From an optimization exercise on the open Yosys and OpenROAD flow, aimed at small area and a short achievable clock period; shortcuts taken in it are not production practice. At most, simulation tests tie the RTL to the original design; equivalence was not proved. Power figures rest on the tool's default switching activity, not on a simulated workload.

==> 03-25 <==
## intron_rx_framer
module intron_rx_framer (
    input  wire         clk,
    input  wire         rst,             
    input  wire         soft_reset,      
    input  wire [47:0]  intron_sess,     
    input  wire         rx_valid,
    input  wire [7:0]   rx_data,
    input  wire         alloc_ok,        
    input  wire         cas_valid,
    input  wire [3:0]   cas_old,
    input  wire [3:0]   cas_new,
    input  wire         activity_clr,    
    input  wire         query_valid,     
    input  wire [7:0]   query_idx,
    input  wire         ap_take,         
    output reg  [3:0]   mode,
    output reg          cas_ok,
    output reg          associated,
    output reg          activity,
    output reg          mac_valid,
    output reg  [47:0]  mac,
    output reg  [7:0]   ap_count,
    output reg          ap_valid,
    output reg  [7:0]   ap_index,
    output reg  [127:0] ap_info,
    output reg          pkt_start,
    output wire [15:0]  pkt_len,
    output reg          pkt_wr,
    output wire [7:0]   pkt_data,
    output reg          pkt_end,
    output reg          pkt_good,
    output reg          evt_valid,
    output reg  [2:0]   evt_code,
    output wire [7:0]   evt_type,
    output wire [15:0]  evt_size
);
==> flow/config.mk <==
export PLATFORM = sky130hd
export DESIGN_NAME = intron_rx_framer
export DESIGN_NICKNAME = intron_rx_framer
export VERILOG_FILES = /design/flow/design.v
export SDC_FILE = /design/flow/constraint.sdc
export NUM_CORES = 4
export LEC_CHECK = 0
export ABC_AREA = 1
export CAP_MARGIN = 20
export CORE_MARGIN = 2
export CORE_UTILIZATION = 50
export CTS_BUF_LIST = sky130_fd_sc_hd__clkbuf_16
export CTS_CLUSTER_DIAMETER = 100
export CTS_CLUSTER_SIZE = 30
export PLACE_DENSITY = 0.65
export SETUP_SLACK_MARGIN = 5
export SLEW_MARGIN = 20
export SYNTH_HIERARCHICAL = 1
export SYNTH_MINIMUM_KEEP_SIZE = 0
==> flow/constraint.sdc <==
create_clock -name core_clock -period 8.0 [get_ports {clk}]
set_input_delay 1.6000 -clock core_clock [delete_from_list [all_inputs] [get_ports {clk}]]
set_output_delay 1.6000 -clock core_clock [all_outputs]
set_load 0.01 [all_outputs]
standard.sh (not shown) runs the stock make flow with config.mk's settings and CLKGATE_MAP_FILE= SYNTH_SCRIPT=/design/flow/synth_recipe.tcl, a recipe that flattens the netlist after the stock synthesis.
==> flow/flow/run.sh <==
#!/bin/bash
# Standard layout, with the smallest buffer on every port.
set -euo pipefail
bash standard.sh "BUFFER_PORTS_ARGS=-buffer_cell sky130_fd_sc_hd__buf_1" finish > standard.log 2>&1
==> inputs of 03-12, as changes to 03-25 <==
--- a/flow/design.v
+++ b/flow/design.v
@@ -75,12 +75,14 @@
     assign evt_type = rtype;
     assign pkt_data = fbuf[7:0];
     wire        seek, hdr, hend, hp_crc_ok, hp0, hp1, hp_size, hp_sig;
     wire [7:0]  ipos1h;
     wire [3:0]  pos_inc;
+    wire [15:0] sk0s, sk1s, cnt_dec;
     wire        size_zero, plast;
     wire [7:0]  cmp_byte;
+    wire [23:0] ck_tab;
     wire        e_fill, e_mac, e_dev, e_cnt, e_link_pkt, e_link_ka;
     wire        e_chk_pay, e_chk_ka, e_oos, e_evt_hdr;
     wire [2:0]  e_code;
     wire        e_pstart, e_strm, e_fix_next, e_pay_next;
     wire        m_is1, m_is23, v_nz;
@@ -90,42 +92,35 @@
         .crc(crc), .rcrc(rcrc), .rtype(rtype), .rvar(rvar),
         .lq_valid(lq_valid), .lq_idx(lq_idx), .mode(mode),
         .seek(seek), .hdr(hdr), .hend(hend), .hp_crc_ok(hp_crc_ok),
         .hp0(hp0), .hp1(hp1), .hp_size(hp_size), .hp_sig(hp_sig),
         .ipos1h(ipos1h), .pos_inc(pos_inc),
+        .sk0s(sk0s), .sk1s(sk1s), .cnt_dec(cnt_dec),
         .size_zero(size_zero), .plast(plast),
         .ka_flag(ka_flag),
-        .cmp_byte(cmp_byte),
+        .cmp_byte(cmp_byte), .ck_tab(ck_tab),
         .e_fill(e_fill), .e_mac(e_mac), .e_dev(e_dev), .e_cnt(e_cnt),
         .e_link_pkt(e_link_pkt), .e_link_ka(e_link_ka),
         .e_chk_pay(e_chk_pay), .e_chk_ka(e_chk_ka), .e_oos(e_oos),
         .e_evt_hdr(e_evt_hdr), .e_code(e_code),
         .e_pstart(e_pstart), .e_strm(e_strm),
         .e_fix_next(e_fix_next), .e_pay_next(e_pay_next),
         .m_is1(m_is1), .m_is23(m_is23), .v_nz(v_nz), .m_dev(m_dev)
     );
-    wire [3:0]  lo0    = {1'b0, cnt[2:0]} + {1'b0, pos[2:0]};
-    wire [3:0]  lo1    = {1'b0, cnt[2:0]} + {1'b0, pos[2:0]} + 4'd1;
-    wire [12:0] hi_inc = cnt[15:3] + 13'd1;
-    wire        hi_max = &cnt[15:3];
-    wire [15:0] sk0s = ~lo0[3] ? {cnt[15:3], lo0[2:0]} :
-                  hi_max  ? 16'hFFFF : {hi_inc, lo0[2:0]};
-    wire [15:0] sk1s = ~lo1[3] ? {cnt[15:3], lo1[2:0]} :
-                  hi_max  ? 16'hFFFF : {hi_inc, lo1[2:0]};
-    wire [15:0] cnt_dec = cnt - 16'd1;
     wire take = rx_valid & ~soft_reset;
-    wire [63:0] intron_all = {intron_sess, INTRON1, INTRON0};
-    reg  [7:0]  iexp;
-    integer k;
-    always @* begin
-        iexp = 8'd0;
-        for (k = 0; k < 8; k = k + 1)
-            iexp = iexp | ({8{ipos1h[k]}} & intron_all[8*k +: 8]);
-    end
-    wire hit  = (rx_data == iexp);
-    wire is55 = (rx_data == INTRON0);
-    wire hit1 = hit & ~ipos1h[0];                
+    wire [7:0] eq_sess;
+    assign eq_sess[0] = (rx_data == INTRON0);
+    assign eq_sess[1] = (rx_data == INTRON1);
+    assign eq_sess[2] = (rx_data == intron_sess[7:0]);
+    assign eq_sess[3] = (rx_data == intron_sess[15:8]);
+    assign eq_sess[4] = (rx_data == intron_sess[23:16]);
+    assign eq_sess[5] = (rx_data == intron_sess[31:24]);
+    assign eq_sess[6] = (rx_data == intron_sess[39:32]);
+    assign eq_sess[7] = (rx_data == intron_sess[47:40]);
+    wire hit  = |(eq_sess & ipos1h);
+    wire hit1 = |(eq_sess[7:1] & ipos1h[7:1]);     
+    wire is55 = eq_sess[0];
     wire byte_ok  = (rx_data == cmp_byte);
     wire [31:0] crc_step = {8'd0, crc[31:8]} ^ rxf_tab(crc[7:0] ^ rx_data);
     function [7:0] tinv;
         input [7:0] a;
         begin
@@ -196,12 +191,10 @@
         if (rx_valid & hend) begin
             fixd <= e_fix_next;
             strm <= e_strm & alloc_ok;
         end
     end
-    wire [31:0] tab_i  = rxf_tab(rcrc[31:24]);
-    wire [23:0] ck_tab = tab_i[23:0];
     always @(posedge clk) begin
         if (rx_valid) begin
             if (hp0)    rtype <= rx_data;
             if (hp1)    rvar  <= rx_data;
             if (hp_sig) begin
@@ -293,13 +286,17 @@
     output wire        hp1,          
     output wire        hp_size,      
     output wire        hp_sig,       
     output wire [7:0]  ipos1h,       
     output wire [3:0]  pos_inc,
+    output wire [15:0] sk0s,         
+    output wire [15:0] sk1s,         
+    output wire [15:0] cnt_dec,
     output wire        size_zero,
     output wire        plast,        
     output wire [7:0]  cmp_byte,     
+    output wire [23:0] ck_tab,       
     output wire        e_fill,       
     output wire        e_mac,        
     output wire        e_dev,        
     output wire        e_cnt,        
     output wire        e_link_pkt,   
@@ -342,10 +339,19 @@
         for (g = 0; g < 8; g = g + 1) begin : g_ipos
             assign ipos1h[g] = (pos[2:0] == g);
         end
     endgenerate
     assign pos_inc = pos + 4'd1;
+    wire [3:0]  lo0    = {1'b0, cnt[2:0]} + {1'b0, pos[2:0]};
+    wire [3:0]  lo1    = {1'b0, cnt[2:0]} + {1'b0, pos[2:0]} + 4'd1;
+    wire [12:0] hi_inc = cnt[15:3] + 13'd1;
+    wire        hi_max = &cnt[15:3];
+    assign sk0s = ~lo0[3] ? {cnt[15:3], lo0[2:0]} :
+                  hi_max  ? 16'hFFFF : {hi_inc, lo0[2:0]};
+    assign sk1s = ~lo1[3] ? {cnt[15:3], lo1[2:0]} :
+                  hi_max  ? 16'hFFFF : {hi_inc, lo1[2:0]};
+    assign cnt_dec = cnt - 16'd1;
     assign size_zero = (cnt == 16'd0);
     assign plast     = (cnt == 16'd1);
     function [31:0] rxf_tab;
         input [7:0] i;
         integer k;
@@ -353,10 +359,12 @@
             rxf_tab = {24'd0, i};
             for (k = 0; k < 8; k = k + 1)
                 rxf_tab = rxf_tab[0] ? ((rxf_tab >> 1) ^ 32'hEDB88320) : (rxf_tab >> 1);
         end
     endfunction
+    wire [31:0] tab_i = rxf_tab(rcrc[31:24]);
+    assign ck_tab = tab_i[23:0];
     wire ck_rest = (crc[31:8] == rcrc[23:0]);
     reg [7:0] ka_byte;
     always @* begin
         case (pos[1:0])
             2'd0: ka_byte = ~crc[31:24];
- SYNTH_HIERARCHICAL: 1 -> default
- SYNTH_MINIMUM_KEEP_SIZE: 0 -> default
==> inputs of 03-07, as changes to 03-25 <==
--- a/flow/design.v
+++ b/flow/design.v
@@ -75,12 +75,14 @@
     assign evt_type = rtype;
     assign pkt_data = fbuf[7:0];
     wire        seek, hdr, hend, hp_crc_ok, hp0, hp1, hp_size, hp_sig;
     wire [7:0]  ipos1h;
     wire [3:0]  pos_inc;
+    wire [15:0] sk0s, sk1s, cnt_dec;
     wire        size_zero, plast;
     wire [7:0]  cmp_byte;
+    wire [23:0] ck_tab;
     wire        e_fill, e_mac, e_dev, e_cnt, e_link_pkt, e_link_ka;
     wire        e_chk_pay, e_chk_ka, e_oos, e_evt_hdr;
     wire [2:0]  e_code;
     wire        e_pstart, e_strm, e_fix_next, e_pay_next;
     wire        m_is1, m_is23, v_nz;
@@ -90,42 +92,35 @@
         .crc(crc), .rcrc(rcrc), .rtype(rtype), .rvar(rvar),
         .lq_valid(lq_valid), .lq_idx(lq_idx), .mode(mode),
         .seek(seek), .hdr(hdr), .hend(hend), .hp_crc_ok(hp_crc_ok),
         .hp0(hp0), .hp1(hp1), .hp_size(hp_size), .hp_sig(hp_sig),
         .ipos1h(ipos1h), .pos_inc(pos_inc),
+        .sk0s(sk0s), .sk1s(sk1s), .cnt_dec(cnt_dec),
         .size_zero(size_zero), .plast(plast),
         .ka_flag(ka_flag),
-        .cmp_byte(cmp_byte),
+        .cmp_byte(cmp_byte), .ck_tab(ck_tab),
         .e_fill(e_fill), .e_mac(e_mac), .e_dev(e_dev), .e_cnt(e_cnt),
         .e_link_pkt(e_link_pkt), .e_link_ka(e_link_ka),
         .e_chk_pay(e_chk_pay), .e_chk_ka(e_chk_ka), .e_oos(e_oos),
         .e_evt_hdr(e_evt_hdr), .e_code(e_code),
         .e_pstart(e_pstart), .e_strm(e_strm),
         .e_fix_next(e_fix_next), .e_pay_next(e_pay_next),
         .m_is1(m_is1), .m_is23(m_is23), .v_nz(v_nz), .m_dev(m_dev)
     );
-    wire [3:0]  lo0    = {1'b0, cnt[2:0]} + {1'b0, pos[2:0]};
-    wire [3:0]  lo1    = {1'b0, cnt[2:0]} + {1'b0, pos[2:0]} + 4'd1;
-    wire [12:0] hi_inc = cnt[15:3] + 13'd1;
-    wire        hi_max = &cnt[15:3];
-    wire [15:0] sk0s = ~lo0[3] ? {cnt[15:3], lo0[2:0]} :
-                  hi_max  ? 16'hFFFF : {hi_inc, lo0[2:0]};
-    wire [15:0] sk1s = ~lo1[3] ? {cnt[15:3], lo1[2:0]} :
-                  hi_max  ? 16'hFFFF : {hi_inc, lo1[2:0]};
-    wire [15:0] cnt_dec = cnt - 16'd1;
     wire take = rx_valid & ~soft_reset;
-    wire [63:0] intron_all = {intron_sess, INTRON1, INTRON0};
-    reg  [7:0]  iexp;
-    integer k;
-    always @* begin
-        iexp = 8'd0;
-        for (k = 0; k < 8; k = k + 1)
-            iexp = iexp | ({8{ipos1h[k]}} & intron_all[8*k +: 8]);
-    end
-    wire hit  = (rx_data == iexp);
-    wire is55 = (rx_data == INTRON0);
-    wire hit1 = hit & ~ipos1h[0];                
+    wire [7:0] eq_sess;
+    assign eq_sess[0] = (rx_data == INTRON0);
+    assign eq_sess[1] = (rx_data == INTRON1);
+    assign eq_sess[2] = (rx_data == intron_sess[7:0]);
+    assign eq_sess[3] = (rx_data == intron_sess[15:8]);
+    assign eq_sess[4] = (rx_data == intron_sess[23:16]);
+    assign eq_sess[5] = (rx_data == intron_sess[31:24]);
+    assign eq_sess[6] = (rx_data == intron_sess[39:32]);
+    assign eq_sess[7] = (rx_data == intron_sess[47:40]);
+    wire hit  = |(eq_sess & ipos1h);
+    wire hit1 = |(eq_sess[7:1] & ipos1h[7:1]);     
+    wire is55 = eq_sess[0];
     wire byte_ok  = (rx_data == cmp_byte);
     wire [31:0] crc_step = {8'd0, crc[31:8]} ^ rxf_tab(crc[7:0] ^ rx_data);
     function [7:0] tinv;
         input [7:0] a;
         begin
@@ -196,12 +191,10 @@
         if (rx_valid & hend) begin
             fixd <= e_fix_next;
             strm <= e_strm & alloc_ok;
         end
     end
-    wire [31:0] tab_i  = rxf_tab(rcrc[31:24]);
-    wire [23:0] ck_tab = tab_i[23:0];
     always @(posedge clk) begin
         if (rx_valid) begin
             if (hp0)    rtype <= rx_data;
             if (hp1)    rvar  <= rx_data;
             if (hp_sig) begin
@@ -293,13 +286,17 @@
     output wire        hp1,          
     output wire        hp_size,      
     output wire        hp_sig,       
     output wire [7:0]  ipos1h,       
     output wire [3:0]  pos_inc,
+    output wire [15:0] sk0s,         
+    output wire [15:0] sk1s,         
+    output wire [15:0] cnt_dec,
     output wire        size_zero,
     output wire        plast,        
     output wire [7:0]  cmp_byte,     
+    output wire [23:0] ck_tab,       
     output wire        e_fill,       
     output wire        e_mac,        
     output wire        e_dev,        
     output wire        e_cnt,        
     output wire        e_link_pkt,   
@@ -342,10 +339,15 @@
         for (g = 0; g < 8; g = g + 1) begin : g_ipos
             assign ipos1h[g] = (pos[2:0] == g);
         end
     endgenerate
     assign pos_inc = pos + 4'd1;
+    wire [16:0] sk0 = {1'b0, cnt} + {14'd0, pos[2:0]};
+    wire [16:0] sk1 = {1'b0, cnt} + {14'd0, pos[2:0]} + 17'd1;
+    assign sk0s = sk0[16] ? 16'hFFFF : sk0[15:0];
+    assign sk1s = sk1[16] ? 16'hFFFF : sk1[15:0];
+    assign cnt_dec = cnt - 16'd1;
     assign size_zero = (cnt == 16'd0);
     assign plast     = (cnt == 16'd1);
     function [31:0] rxf_tab;
         input [7:0] i;
         integer k;
@@ -353,10 +355,12 @@
             rxf_tab = {24'd0, i};
             for (k = 0; k < 8; k = k + 1)
                 rxf_tab = rxf_tab[0] ? ((rxf_tab >> 1) ^ 32'hEDB88320) : (rxf_tab >> 1);
         end
     endfunction
+    wire [31:0] tab_i = rxf_tab(rcrc[31:24]);
+    assign ck_tab = tab_i[23:0];
     wire ck_rest = (crc[31:8] == rcrc[23:0]);
     reg [7:0] ka_byte;
     always @* begin
         case (pos[1:0])
             2'd0: ka_byte = ~crc[31:24];
- ABC_AREA: 1 -> default
- CTS_CLUSTER_DIAMETER: 100 -> 60
- CTS_CLUSTER_SIZE: 30 -> 25
==> flow_summary.json <==
{
  "critPathLaunchType": "input port",
  "comb-power_w": 0.000251,
  "status": "finished clean",
  "synth_mux_area_share_pct": 0,
  "pwr-share-clk_pct": 28.5,
  "p_switching_w": 0.000867,
  "synth_xor_area_share_pct": 9.11,
  "cts.clk_slew.worst_paths_ps": 100,
  "wl_met3_mm": 3.81
}
[end of results for 03-25]
==> flow_summary.json <==
{
  "cts.clk_slew.worst_paths_ps": 100,
  "synth_mux_area_share_pct": 0,
  "comb-power_w": 0.000338,
  "status": "finished clean",
  "wl_met3_mm": 3.93,
  "pwr-share-clk_pct": 28.6
}
[end of results for 03-12]
==> flow_summary.json <==
{
  "status": "finished clean",
  "maxSlewViolCount": 0,
  "critPathLaunchType": "flip-flop",
  "synthAdderAreaFrac_pct": 1.37,
  "wl_met3_mm": 3.13,
  "pwr-share-clk_pct": 37.1,
  "synth_mux_area_share_pct": 1.23,
  "comb-power_w": 0.000290
}
[end of results for 03-07]
Function not checked in 03-25: the RTL went through the layout flow alone.

## re-timing with driven ports
The flow's constraints put no driver on any port. The routed layouts listed below were extracted and timed again, unchanged, in two steps.
Step 1: set_driving_cell puts a clkbuf_16 on clk and a buf_2 on each other input, an assumption about the parent block.
Step 2 times the ports against the registers' clock, not the clock port: input delays grow and output delays shrink by t, the midpoint of the rising clock arrivals with the driver on.
a / b / c = ideal ports / drivers / drivers and shift; a / b = the first two.
run | t (ns) | setup WS [ns] | hold slack, ns | worst setup path at the end | worst slew at a driven data input, ns
03-25 | 0.587 | 5.004 / 5.016 / 4.444 | 0.428 / 0.428 / 0.428 | input to register | 0.07
03-12 | 0.579 | 4.927 / 4.951 / 4.372 | 0.431 / 0.431 / 0.431 | input to register | 0.05
03-07 | 0.637 | 4.881 / 4.881 / 4.405 | 0.426 / 0.426 / 0.426 | input to register | 0.08
After both steps setup and hold are still met in every run listed. For 03-25, which loses most, drivers alone change the setup slack by +0.012 ns; drivers and shift together by -0.560 ns.
